This is an optimization exercise on Yosys and OpenROAD, whose aim is small area, a short achievable clock period and few clock cycles per item, not a production implementation. RTL that was checked went through simulation tests only; none was proved equivalent to the original.

## pfs_softdec
module pfs_softdec (
  input  wire        clk,
  input  wire        rst,
  input  wire        cmd_valid,
  output wire        cmd_ready,
  input  wire [15:0] cmd_len,
  input  wire [2:0]  cmd_ed,
  input  wire [1:0]  cmd_inner,
  input  wire [1:0]  cmd_outer,
  input  wire        in_valid,
  output wire        in_ready,
  input  wire [7:0]  in_data,
  output reg         out_valid,
  input  wire        out_ready,
  output reg  [7:0]  out_data,
  output reg         res_valid,
  output reg         res_ok
);
For scale: about 1700 cells after synthesis, about 17000 um2 of cells after synthesis.
==> flow/config.mk <==
export PLATFORM = sky130hd
export DESIGN_NAME = pfs_softdec
export DESIGN_NICKNAME = pfs_softdec
export VERILOG_FILES = /design/flow/design.v
export SDC_FILE = /design/flow/constraint.sdc
export NUM_CORES = 4
export LEC_CHECK = 0
export CAP_MARGIN = 20
export CORE_MARGIN = 2
export CORE_UTILIZATION = 40
export SLEW_MARGIN = 20
==> flow/constraint.sdc <==
create_clock -name core_clock -period 14.0 [get_ports {clk}]
set_input_delay 2.8000 -clock core_clock [delete_from_list [all_inputs] [get_ports {clk}]]
set_output_delay 2.8000 -clock core_clock [all_outputs]
set_load 0.01 [all_outputs]
standard.sh (not shown) runs the stock make flow with config.mk's settings and CLKGATE_MAP_FILE= SYNTH_SCRIPT=/design/flow/synth_recipe.tcl, a recipe that flattens the netlist after the stock synthesis.
==> flow/flow/run.sh <==
#!/bin/bash
set -o pipefail
export BUFFER_PORTS_ARGS="-buffer_cell sky130_fd_sc_hd__buf_2"
bash standard.sh > standard.log 2>&1
Testbench counts at the start, summed over its fixed seeds: cycles 79,864, items 4,540.
Next try:
--- a/flow/design.v
+++ b/flow/design.v
@@ -44,25 +44,25 @@
   wire       fire_a = cmp & ~cmp2 & (q_cnt == 3'd0) & ~start;
   wire       nib_wr = cmp2 & ~start;
   wire [7:0] sg;
   assign sg[0] = 1'b0;
   assign sg[1] = kh[0] | kh[2] | kh[3] | kh[6];
   assign sg[2] = kh[0] | kh[1] | kh[3] | kh[5];
   assign sg[3] = kh[1] | kh[2] | kh[5] | kh[6];
   assign sg[4] = kh[0] | kh[1] | kh[2] | kh[4];
   assign sg[5] = kh[1] | kh[3] | kh[4] | kh[6];
   assign sg[6] = kh[2] | kh[3] | kh[4] | kh[5];
   assign sg[7] = kh[0] | kh[4] | kh[5] | kh[6];
   wire [7:0] ue = {~ir[7], ir[6:0]};      
-  wire       st = iv & kh[0];             
+  reg        st;                          
   function [6:0] radd6(input [5:0] x, input [5:0] y, input ci);
     integer i;
     reg c;
     begin
       c = ci;
       for (i = 0; i < 6; i = i + 1) begin
         radd6[i] = x[i] ^ y[i] ^ c;
         c = (x[i] & y[i]) | (x[i] & c) | (y[i] & c);
       end
       radd6[6] = c;
     end
   endfunction
@@ -238,31 +238,32 @@
     end else begin
       busy       <= busy_n;
       start      <= cmd_take;
       in_ready_r <= in_ready_n;
       res_valid  <= finish;
       if (byte_end & ~kph)
         out_valid <= 1'b1;
       else if (out_ready)
         out_valid <= 1'b0;
     end
     iv    <= iv_n;
     kh    <= kh_n;
+    st    <= iv_n & kh_n[0];
     cmp2  <= cmp2_n;
     q_cnt <= q_cnt_n;
     if (finish)
       res_ok <= ed_chk ? (crc[31:24] == 8'h00) : ok;
     if (byte_end & ~kph)
       out_data <= byte_now;
-    if (cmd_take) begin
+    if (~busy) begin
       ed_r    <= cmd_ed;
       inner_h <= (cmd_inner == 2'd2);
       outer_h <= (cmd_outer == 2'd2);
       bc      <= cmd_len;
     end
     if (nib_wr)
       q <= nib;
     else if (take & ~mlm)
       q <= {q[2:0], in_data[7]};
     if (rst)
       done <= 1'b1;
     else if (start)
Hold slack gains 0.012 ns. Non-clock buffer count shrinks by 6. Design area fell by about 0.9%. Flip-flop and latch count came out higher by 1. Wire length falls by 4.1%. Worst setup slack is worse by 0.27 ns. Global-route usage is lower by 0.39 points. Clock skew stays flat. Cell count drops by 1.7%. Synthesized cell count fell by about 1.8%.
No functional check of the RTL was part of the second run of this note.

---

Another version of the RTL of pfs_softdec (not shown whole).
Size in the first run: about 1,600 cells after synthesis, about 320 flip-flops, ~16,000 um2 of cells after synthesis.
==> flow/config.mk <==
export PLATFORM = sky130hd
export DESIGN_NAME = pfs_softdec
export DESIGN_NICKNAME = pfs_softdec
export VERILOG_FILES = /design/flow/design.v
export SDC_FILE = /design/flow/constraint.sdc
export NUM_CORES = 4
export LEC_CHECK = 0
export CAP_MARGIN = 20
export CORE_MARGIN = 2
export CORE_UTILIZATION = 40
export CTS_CLUSTER_DIAMETER = 100
export CTS_CLUSTER_SIZE = 22
export SLEW_MARGIN = 20
==> flow/constraint.sdc <==
create_clock -name core_clock -period 14.0 [get_ports {clk}]
set_input_delay 2.8000 -clock core_clock [delete_from_list [all_inputs] [get_ports {clk}]]
set_output_delay 2.8000 -clock core_clock [all_outputs]
set_load 0.01 [all_outputs]
==> flow/flow/run.sh <==
#!/bin/bash
# The standard layout (standard.sh, same synthesis, floorplan, power
# grid, placement, CTS and routing) with two changes in how it is made:
#  - the port buffers that buffer_ports inserts on every input and output
#    use buf_2 instead of the default cell;
#  - repair_timing aims for 10 ns of setup slack at the design's 14 ns
#    clock (the SDC and clock are unchanged).
set -o pipefail
export BUFFER_PORTS_ARGS="-buffer_cell sky130_fd_sc_hd__buf_2"
export SETUP_SLACK_MARGIN=10
bash standard.sh > standard.log 2>&1
Change:
--- a/flow/design.v
+++ b/flow/design.v
@@ -40,26 +40,25 @@
   reg [5:0]  lo [0:7];
   reg [4:0]  hi [0:7];
   reg        cy [0:7];
   reg [13:0] bst;         
   function [2:0] xcol(input [2:0] kk);
     case (kk)
       3'd0: xcol = 3'b111;
       3'd1: xcol = 3'b110;
       3'd2: xcol = 3'b101;
       3'd3: xcol = 3'b011;
       3'd4: xcol = 3'b100;
       3'd5: xcol = 3'b010;
-      3'd6: xcol = 3'b001;
-      default: xcol = 3'b000;              
+      default: xcol = 3'b001;
     endcase
   endfunction
   function [6:0] radd6(input [5:0] x, input [5:0] y, input ci);
     integer i;
     reg c;
     begin
       c = ci;
       for (i = 0; i < 6; i = i + 1) begin
         radd6[i] = x[i] ^ y[i] ^ c;
         c = (x[i] & y[i]) | (x[i] & c) | (y[i] & c);
       end
       radd6[6] = c;
@@ -82,27 +81,27 @@
   always @(*) begin
     for (a = 0; a < 8; a = a + 1) begin : accn
       reg [2:0] kk;
       reg [7:0] ue, op;
       reg       s, st;
       reg [5:0] lb;
       reg [4:0] hb;
       kk = tk[(a < 2) ? 0 : a - 1];
       ue = tv[(a < 2) ? 0 : a - 1] ^ 8'h80;
       s  = ^(a[2:0] & xcol(kk));
       st = (kk == 3'd0);
       op = s ? ~ue : ue;
-      lb = st ? 6'd3 : lo[a];
-      hb = st ? 5'd0 : hi[a];
-      lo_n[a] = radd6(lb, op[5:0], 1'b0);
+      lb = st ? ((a == 0) ? 6'd3 : 6'h3F) : lo[a];
+      hb = st ? ((a == 0) ? 5'd0 : 5'h1F) : hi[a];
+      lo_n[a] = radd6(lb, op[5:0], s);
       hi_n[a] = radd5(hb, {{3{op[7]}}, op[7:6]}, cy[a] & ~st);
     end
   end
   reg  [6:0] trig;        
   reg        fin;         
   function [3:0] dcon(input [2:0] ai);
     dcon = {^(ai & 3'b111), ^(ai & 3'b110), ^(ai & 3'b101), ^(ai & 3'b011)};
   endfunction
   function [13:0] leaf(input [5:0] l, input [4:0] h, input c, input [3:0] dd);
     reg [4:0] th;
     begin
       th = h + {4'd0, c};
@@ -187,33 +186,31 @@
       3'd6:       key_len = 3'd4;
       default:    key_len = 3'd0;
     endcase
   endfunction
   function [31:0] crc_init(input [2:0] e);
     case (e)
       3'd4:    crc_init = 32'hFFFF0000;
       3'd5:    crc_init = 32'hB704CE00;
       3'd6:    crc_init = 32'hFFFFFFFF;
       default: crc_init = 32'h00000000;
     endcase
   endfunction
-  wire       done_set    = byte_end & bc_last & (kph | (key_len(ed_r) == 3'd0));
-  wire       done_n      = done | done_set;
-  wire [2:0] vpos_n      = vpos + {2'b00, take};
-  wire       cwpar_n     = cwpar ^ (take & (kin == 3'd6));
-  wire       in_done_n   = ~mlm | ((vpos_n == 3'd0) & ~cwpar_n);
-  wire       out_valid_n = (byte_end & ~kph) | (out_valid & ~out_ready);
-  wire       finish      = busy & ~start & done_n & in_done_n & ~out_valid_n;
-  wire       ok_n        = ok & ~(fuse & kph & ed_crc & fbk);
-  wire [7:0] sum_n       = crc[31:24] + (byte_end ? byte_now : 8'h00);
+  wire       done_set = byte_end & bc_last & (kph | (key_len(ed_r) == 3'd0));
+  wire       in_done  = ~mlm | ((vpos == 3'd0) & ~cwpar & ~take);
+  wire       finish   = busy & ~start & (done | done_set) & in_done &
+                        ~out_valid & ~(byte_end & ~kph);
+  wire       ok_n     = ok & ~(fuse & kph & ed_crc & fbk);
+  wire [7:0] sum_b    = crc[31:24] + byte_now;
+  wire [7:0] sum_n    = byte_end ? sum_b : crc[31:24];
   wire       busy_n = cmd_take | (busy & ~finish);
   wire [3:0] q_rem = q_cnt - {3'b000, q_deq};
   wire [3:0] q_inc = q_cnt + {3'b000, ~q_deq};
   wire       tk_bit = take & ~mlm;
   reg  [3:0] q_cnt_n;
   always @(*) begin
     if (start)        q_cnt_n = {3'b000, tk_bit};
     else if (nib_wr)  q_cnt_n = q_rem + 4'd4;
     else              q_cnt_n = tk_bit ? q_inc : q_rem;
   end
   wire       cw_in  = take & mlm & (start | (kin == 3'd0));    
   wire [2:0] kin_n  = start ? {2'b00, take & mlm} :
@@ -310,25 +307,25 @@
       if (hd_go & (j == 3'd6))
         q2_cnt <= 3'd4;
       else if (q2_deq) begin
         q2_cnt <= q2_cnt - 3'd1;
         q2     <= {q2[2:0], 1'b0};
       end
       if (fuse) begin
         sreg   <= byte_now[6:0];
         bitcnt <= bitcnt + 3'd1;
         if (ed_crc) crc <= crc_step;
         if (kph & ed_crc & fbk) ok <= 1'b0;
         if (byte_end) begin
-          if (ed_chk) crc[31:24] <= crc[31:24] + byte_now;
+          if (ed_chk) crc[31:24] <= sum_b;
           if (bc_last) begin
             if (~kph & (key_len(ed_r) != 3'd0)) begin
               kph <= 1'b1;
               bc  <= {13'd0, key_len(ed_r)};
             end
           end else
             bc <= bc - 16'd1;
         end
       end
     end
   end
 endmodule
What happened: The changed run completed with no timing, DRC or antenna violations. Count of clock-buffer cells in the layout fell by 2. Design area fell by 2.2%. First-iteration DRC count rose by 4.2%. Register-to-register slack hardly moves. Worst hold slack is worse by 0.0054 ns. Via count rose by 0.60%. Flip-flop and latch count is unchanged. Wire length rose by 1.2%. Setup slack is about the same. Non-clock buffer count is unchanged.
No functional check of the RTL was part of any run of this note.

[re-timing with driven ports]
In the flow no input, the clock included, has a driving cell. The finished layouts below were timed again as built, in two steps. Step 1, drivers: a clkbuf_16 drives clk and a buf_2 each remaining input, both assumed. Step 2 also shifts input and output timing later by t, the mid clock arrival at the registers, as if the neighbouring blocks saw the same clock. a / b / c = ideal / step 1 / step 2; a / b = the first two.
| run | t (ns) | slack for setup (ns) | hold WS [ns] | worst setup path after step 2 | slew at the worst register clock pin (ns) |
|---|---|---|---|---|---|
| the first run of note 1 | 0.570 | 9.830 / 9.830 / 9.410 | 0.455 / 0.455 / 0.455 | input to register | 0.06 / 0.06 |
| the second run of note 1 | 0.565 | 9.555 / 9.505 / 9.432 | 0.467 / 0.467 / 0.467 | input to register | 0.06 / 0.06 |
| the first run of note 2 | 0.572 | 10.071 / 10.018 / 9.502 | 0.365 / 0.365 / 0.365 | input to register | 0.09 / 0.09 |
| the second run of note 2 | 0.580 | 10.073 / 10.019 / 9.549 | 0.360 / 0.360 / 0.360 | input to register | 0.10 / 0.10 |
After both steps setup and hold are still met in every run listed. The setup slack of the first run of note 2, which loses most, moves by -0.053 ns with the drivers and by -0.569 ns with both steps.
